Context: an optimization exercise on an open-source flow, tuned for small area, a short achievable clock period and few clock cycles. The choices shown serve that exercise and are no tape-out recipe. Function was checked by simulation only, so behaviour that the tests miss may differ from the original.

==> v30 <==
==> flow/design.v (excerpt) <==
module rs_dec16 (
    input  wire       clk,
    input  wire       rst,
    input  wire       in_valid,
    input  wire [7:0] in_data,
    input  wire       in_last,
    output wire       in_ready,
    output reg        corr_valid,
    output reg  [7:0] corr_pos,
    output reg  [7:0] corr_val,
    output reg        done,
    output reg  [3:0] done_nerr,
    output reg        done_fail
);
Settings: LEC_CHECK=0, CAP_MARGIN=20, CORE_MARGIN=2, CORE_UTILIZATION=40, SLEW_MARGIN=20; clock period 15.0 ns.
standard.sh (not shown) runs the stock make flow with config.mk's settings and CLKGATE_MAP_FILE= SYNTH_SCRIPT=/design/flow/synth_recipe.tcl, a recipe that flattens the netlist after the stock synthesis.
==> flow/flow/run.sh <==
#!/bin/bash
# The standard layout (standard.sh), with one change: the port buffers
# that global placement inserts are buf_2 cells instead of the default pick,
# a slow delay cell (clkdlybuf4s50_1) that ends every output path.
# Each step's full output goes to a log file in this folder.
set -euo pipefail
export BUFFER_PORTS_ARGS="-buffer_cell sky130_fd_sc_hd__buf_2"
bash standard.sh synth > synth.log 2>&1
bash standard.sh finish > layout.log 2>&1
==> v6: changes against v30 <==
--- a/flow/design.v
+++ b/flow/design.v
@@ -150,20 +150,22 @@
     reg  [7:0]   cnt;                  
     reg  [127:0] syn;                  
     assign in_ready = in_rdy;
     reg  [127:0] syn_nx;
     always @* begin
         for (k = 0; k < 16; k = k + 1)
             syn_nx[8*k +: 8] = (cnt == 8'd0 ? 8'h00 : gf_mulc(syn[8*k +: 8], apos(k + 1))) ^ id;
     end
-    localparam [2:0] B_IDLE = 3'd0, B_SETUP = 3'd1, B_LOOP = 3'd2, B_DRAIN = 3'd3,
-                     B_OMEGA = 3'd4, B_OMDR = 3'd5, B_WAIT = 3'd6;
-    reg  [2:0]   bst;
-    reg          sq;                   
+    localparam I_IDLE = 0, I_SETUP = 1, I_LOOP = 2, I_DRAIN = 3, I_OMEGA = 4,
+               I_OMDR = 5, I_WAIT = 6;
+    localparam [6:0] B_IDLE  = 7'b0000001, B_SETUP = 7'b0000010, B_LOOP = 7'b0000100,
+                     B_DRAIN = 7'b0001000, B_OMEGA = 7'b0010000, B_OMDR = 7'b0100000,
+                     B_WAIT  = 7'b1000000;
+    reg  [6:0]   bst;
     reg  [127:0] sb;                   
     reg  [63:0]  lam;                  
     reg  [63:0]  bb;                   
     reg          b0;                   
     reg  [7:0]   dlc;                  
     reg  [7:0]   ginv;                 
     reg          gok;                  
     reg  [11:0]  ba;                   
@@ -192,26 +194,27 @@
     reg  [7:0]   cpos;
     reg  [3:0]   cL, cr;
     reg          cb;
     reg          p1v, p1imm, p1fail, p1root, p1last;
     reg  [11:0]  p1lo;                 
     reg  [7:0]   p1os;
     reg          p2corr, p2done, p2fail;
     reg  [3:0]   p2nerr;
-    reg  [7:0]   p2inv, p2os, p2pos;
+    reg  [7:0]   p2inv, p2os;
     wire       f_inv  = p1v && !p1imm && p1root;
     wire [7:0] inv_o  = cinv_b(f_inv ? p1lo : ba);
     wire [3:0] r2   = cr + {3'd0, p1root};
     wire       bad2 = cb || (p1root && p1lo[11:4] == 8'h00);
     wire       fin  = p1v && (p1imm || p1last || bad2 || (p1root && r2 == cL));
-    wire bm_idle = (bst == B_IDLE);
+    wire bm_idle = bst[I_IDLE];
     wire ch_idle = !cbusy && !p1v;
-    wire ch_take = (bst == B_WAIT) && (ch_idle || fin);
-    wire take = in_valid && in_rdy;
+    wire ch_take = bst[I_WAIT] && ch_idle;
+    wire rdy  = !(iv && il) || bm_idle;
+    wire take = in_valid && rdy;
     wire proc = iv && (!il || bm_idle);
     wire hand = iv && il && bm_idle;
     wire v_nx = take || (iv && !proc);
     wire l_nx = take ? in_last : il;
     wire bm_idle_nx = (bm_idle && !hand) || ch_take;
     always @(posedge clk) begin
         in_rdy <= !(v_nx && l_nx) || bm_idle_nx;
         iv     <= v_nx;
@@ -224,54 +227,45 @@
             cnt <= il ? 8'd0 : cnt + 8'd1;
         end
         if (rst) begin
             in_rdy <= 1'b1;
             iv     <= 1'b0;
             cnt    <= 8'd0;
         end
     end
-    reg  [7:0] rd_lam, rd_bb, s_m;
-    always @* begin
-        rd_lam = 8'h01;
-        rd_bb  = {7'd0, b0};
-        for (k = 1; k < 9; k = k + 1)
-            if (bj == k) begin
-                rd_lam = lam[8*(k-1) +: 8];
-                rd_bb  = bb[8*(k-1) +: 8];
-            end
-        s_m = 8'h00;
-        for (k = 0; k < 16; k = k + 1)
-            if (sidx == k) s_m = sb[8*k +: 8];
-    end
-    wire [7:0] m1      = gf_mul(sq ? acc : cc, sq ? from_c(ginv) : rq);
+    wire [127:0] lam16  = {56'h0, lam, 8'h01};
+    wire [127:0] bb16   = {56'h0, bb, 7'd0, b0};
+    wire [7:0]   rd_lam = lam16[8*bj +: 8];
+    wire [7:0]   rd_bb  = bb16[8*bj +: 8];
+    wire [7:0]   s_m    = sb[8*sidx +: 8];
+    wire [7:0] m1      = gf_mul(cc, rq);
     wire [7:0] lam_new = rp ^ m1;
     wire [7:0] acc_nx = (mclr ? 8'h00 : acc) ^ gf_mul(mop, ms);
     wire       dnz    = (acc != 8'h00);
     wire       lchg   = dnz && ble;
     wire [3:0] bl_nx  = lchg ? blc : bl;
     always @(posedge clk) begin
         sbz  <= (sb == 128'h0);
         ba   <= cinv_a(dlc);
         baok <= 1'b1;
         if (!f_inv && baok) begin
             ginv <= inv_o;
             gok  <= 1'b1;
         end
         begin
             mv  <= 1'b0;
             mwr <= 1'b0;
-            sq  <= 1'b0;
             if (mv) begin
                 acc <= acc_nx;
                 if (mwr)
                     bb <= {bb[55:0], acc_nx};    
             end
-            case (bst)
-            B_IDLE: begin
+            case (1'b1)
+            bst[I_IDLE]: begin
                 if (hand) begin
                     sb    <= syn_nx;
                     acc   <= syn_nx[7:0];
                     lam   <= 64'h0;
                     bb    <= 64'h0;
                     b0    <= 1'b1;
                     dlc   <= 8'h01;
                     ginv  <= 8'h01;
@@ -280,27 +274,26 @@
                     bl    <= 4'd0;
                     br    <= 4'd0;
                     blc   <= 4'd1;
                     ble   <= 1'b1;
                     bov   <= 1'b0;
                     sidx  <= 4'd1;
                     bnpos <= cnt;
                     bst   <= B_SETUP;
-                    sq    <= 1'b1;
+                    cc    <= syn_nx[7:0];
+                    rq    <= 8'h01;
                 end
             end
-            B_SETUP: begin
+            bst[I_SETUP]: begin
                 bfail <= 1'b0;
                 bzero <= 1'b0;
                 if (br == 4'd1 && sbz) begin
                     bzero <= 1'b1;
                     bst   <= B_WAIT;
-                end else if (!gok) begin
-                    sq    <= 1'b1;
                 end else if (lchg && bov) begin
                     bfail <= 1'b1;
                     bst   <= B_WAIT;
                 end else begin
                     cc  <= m1;
                     lcr <= lchg;
                     if (lchg) begin
                         lam <= {bb[55:0], 7'd0, b0};
@@ -330,25 +323,26 @@
                         bov <= (blc >= 4'd8);
                     end
                     if (!lchg && bl == 4'd0) begin
                         sidx <= br + 4'd2;
                         if (br == 4'd15) begin
                             bzero <= 1'b1;
                             bst   <= B_WAIT;
                         end else begin
-                            sq    <= 1'b1;
+                            cc    <= s_m;
+                            rq    <= from_c(ginv);
                         end
                     end else begin
                         sidx <= br;
                         bst  <= B_LOOP;
                     end
                 end
             end
-            B_LOOP: begin
+            bst[I_LOOP]: begin
                 for (k = 1; k < 9; k = k + 1)
                     if (bw == k) lam[8*(k-1) +: 8] <= lam_new;
                 mop  <= lam_new;
                 ms   <= s_m;
                 mclr <= 1'b0;
                 mv   <= (br != 4'd0);
                 rp   <= lcr ? rd_bb : rd_lam;
                 rq   <= lcr ? rd_lam : rd_bb;
@@ -362,49 +356,51 @@
                         bj   <= 4'd0;
                         sidx <= bl - 4'd1;
                         bst  <= B_OMEGA;
                     end else begin
                         bst  <= B_DRAIN;
                     end
                 end
             end
-            B_DRAIN: begin
-                sidx <= br + 4'd1;
-                bst  <= B_SETUP;
-                sq   <= 1'b1;
+            bst[I_DRAIN]: begin
+                if (gok) begin
+                    sidx <= br + 4'd1;
+                    cc   <= mv ? acc_nx : acc;
+                    rq   <= from_c(ginv);
+                    bst  <= B_SETUP;
+                end
             end
-            B_OMEGA: begin
+            bst[I_OMEGA]: begin
                 mop  <= rd_lam;
                 ms   <= s_m;
                 mclr <= (bj == 4'd0);
                 mwr  <= (bj == oi);
                 mv   <= 1'b1;
                 if (bj == oi) begin
                     bj   <= 4'd0;
                     oi   <= oi - 4'd1;
                     sidx <= oi - 4'd1;
                     if (oi == 4'd0) bst <= B_OMDR;
                 end else begin
                     bj   <= bj + 4'd1;
                     sidx <= sidx - 4'd1;
                 end
             end
-            B_OMDR: begin
+            bst[I_OMDR]: begin
                 bst <= B_WAIT;
             end
-            B_WAIT: begin
+            bst[I_WAIT]: begin
                 if (ch_take) bst <= B_IDLE;
             end
             default: bst <= B_IDLE;
             endcase
         end
         if (rst) begin
-            bst <= B_IDLE;
-            sq  <= 1'b0;
+            bst   <= B_IDLE;
             mv  <= 1'b0;
             mwr <= 1'b0;
         end
     end
     reg [7:0] lam_sum, lam_odd, om_sum;
     always @* begin
         lam_sum = 8'h01;
         lam_odd = 8'h00;
@@ -451,31 +447,30 @@
             p1last <= (cpos == 8'd0);
             p1lo   <= cinv_a(to_c(lam_odd));
             p1os   <= to_c(om_sum);
             p2corr <= p1v && !p1imm && p1root;
             p2done <= fin;
             p2fail <= p1imm ? p1fail : (bad2 || r2 != cL);
             p2nerr <= p1imm ? 4'd0 : cL;
             p2inv  <= inv_o;
-            p2pos  <= cpos + 8'd1;           
             p2os   <= p1os;
         end
         if (rst) begin
             cbusy  <= 1'b0;
             p1v    <= 1'b0;
             p2corr <= 1'b0;
             p2done <= 1'b0;
         end
     end
     always @(posedge clk) begin
         corr_valid <= p2corr;
         done       <= p2done;
         if (rst) begin
             corr_valid <= 1'b0;
             done       <= 1'b0;
         end
-        corr_pos  <= p2pos;
+        corr_pos  <= cpos + 8'd2;
         corr_val  <= from_c(cm(p2os, p2inv));
         done_nerr <= p2nerr;
         done_fail <= p2fail;
     end
 endmodule
==> flow/config.mk (replaced) <==
export PLATFORM = sky130hd
export DESIGN_NAME = rs_dec16
export DESIGN_NICKNAME = rs_dec16
export VERILOG_FILES = /design/flow/design.v
export SDC_FILE = /design/flow/constraint.sdc
export NUM_CORES = 4
export LEC_CHECK = 0
export CAP_MARGIN = 20
export CORE_MARGIN = 2
export CORE_UTILIZATION = 70
export CTS_CLUSTER_DIAMETER = 65
export CTS_CLUSTER_SIZE = 28
export SLEW_MARGIN = 20
==> summary.txt <==
Status
  – Outcome: finished clean

Setup path
  – Worst setup path endpoint: p1v$_SDFF_PP0_

Layout
  – Area grow syn2layout: 9.863%
  – Count of multi-input gates: between 3000 and 4000

Clock network
  – Clock latency (worst-skew pair): 0.68 ns

Synthesis
  – Top post-synthesis cells by area: edfxtp_1, dfxtp_1, xnor2_1, xor2_1, nand2_1
(the above is from v30)
==> summary.txt <==
Status
  – Outcome: finished clean

Synthesis
  – Top post-synthesis cells by area: edfxtp_1, dfxtp_1, xnor2_1, xor2_1, nand2_1

Setup path
  – Worst setup path endpoint: corr_pos[1]

Layout
  – Area grow syn2layout: 5.423%
(the above is from v6)
Testbench counts of v30, summed over its fixed seeds: cycles 42,265.
Testbench counts of v6, summed over its fixed seeds: cycles 42,328.

==> what the ideal ports hide <==
The flow's constraints put no driver on any port. The routed layouts listed below were extracted and timed again, unchanged, in two steps.
Step 1: set_driving_cell puts a clkbuf_16 on clk and a buf_2 on each other input, an assumption about the parent block.
Step 2, shift: input delay + t, output delay - t, t = (earliest + latest rising clock arrival at the registers) / 2. This alone moves slack from input paths to output paths.
Slacks: ideal / step 1 / step 2; pairs: ideal / step 1.
run	t, ns	setup WS [ns]	hold WS [ns]	worst setup path at the end
v30	0.724	10.215 / 10.215 / 10.215	0.311 / 0.311 / 0.311	register to register
v6	0.690	10.924 / 10.855 / 10.813	0.331 / 0.331 / 0.331	input to register
After both steps setup and hold are still met in every run listed. The setup slack of v6, which loses most, moves by -0.069 ns with the drivers and by -0.111 ns with both steps.
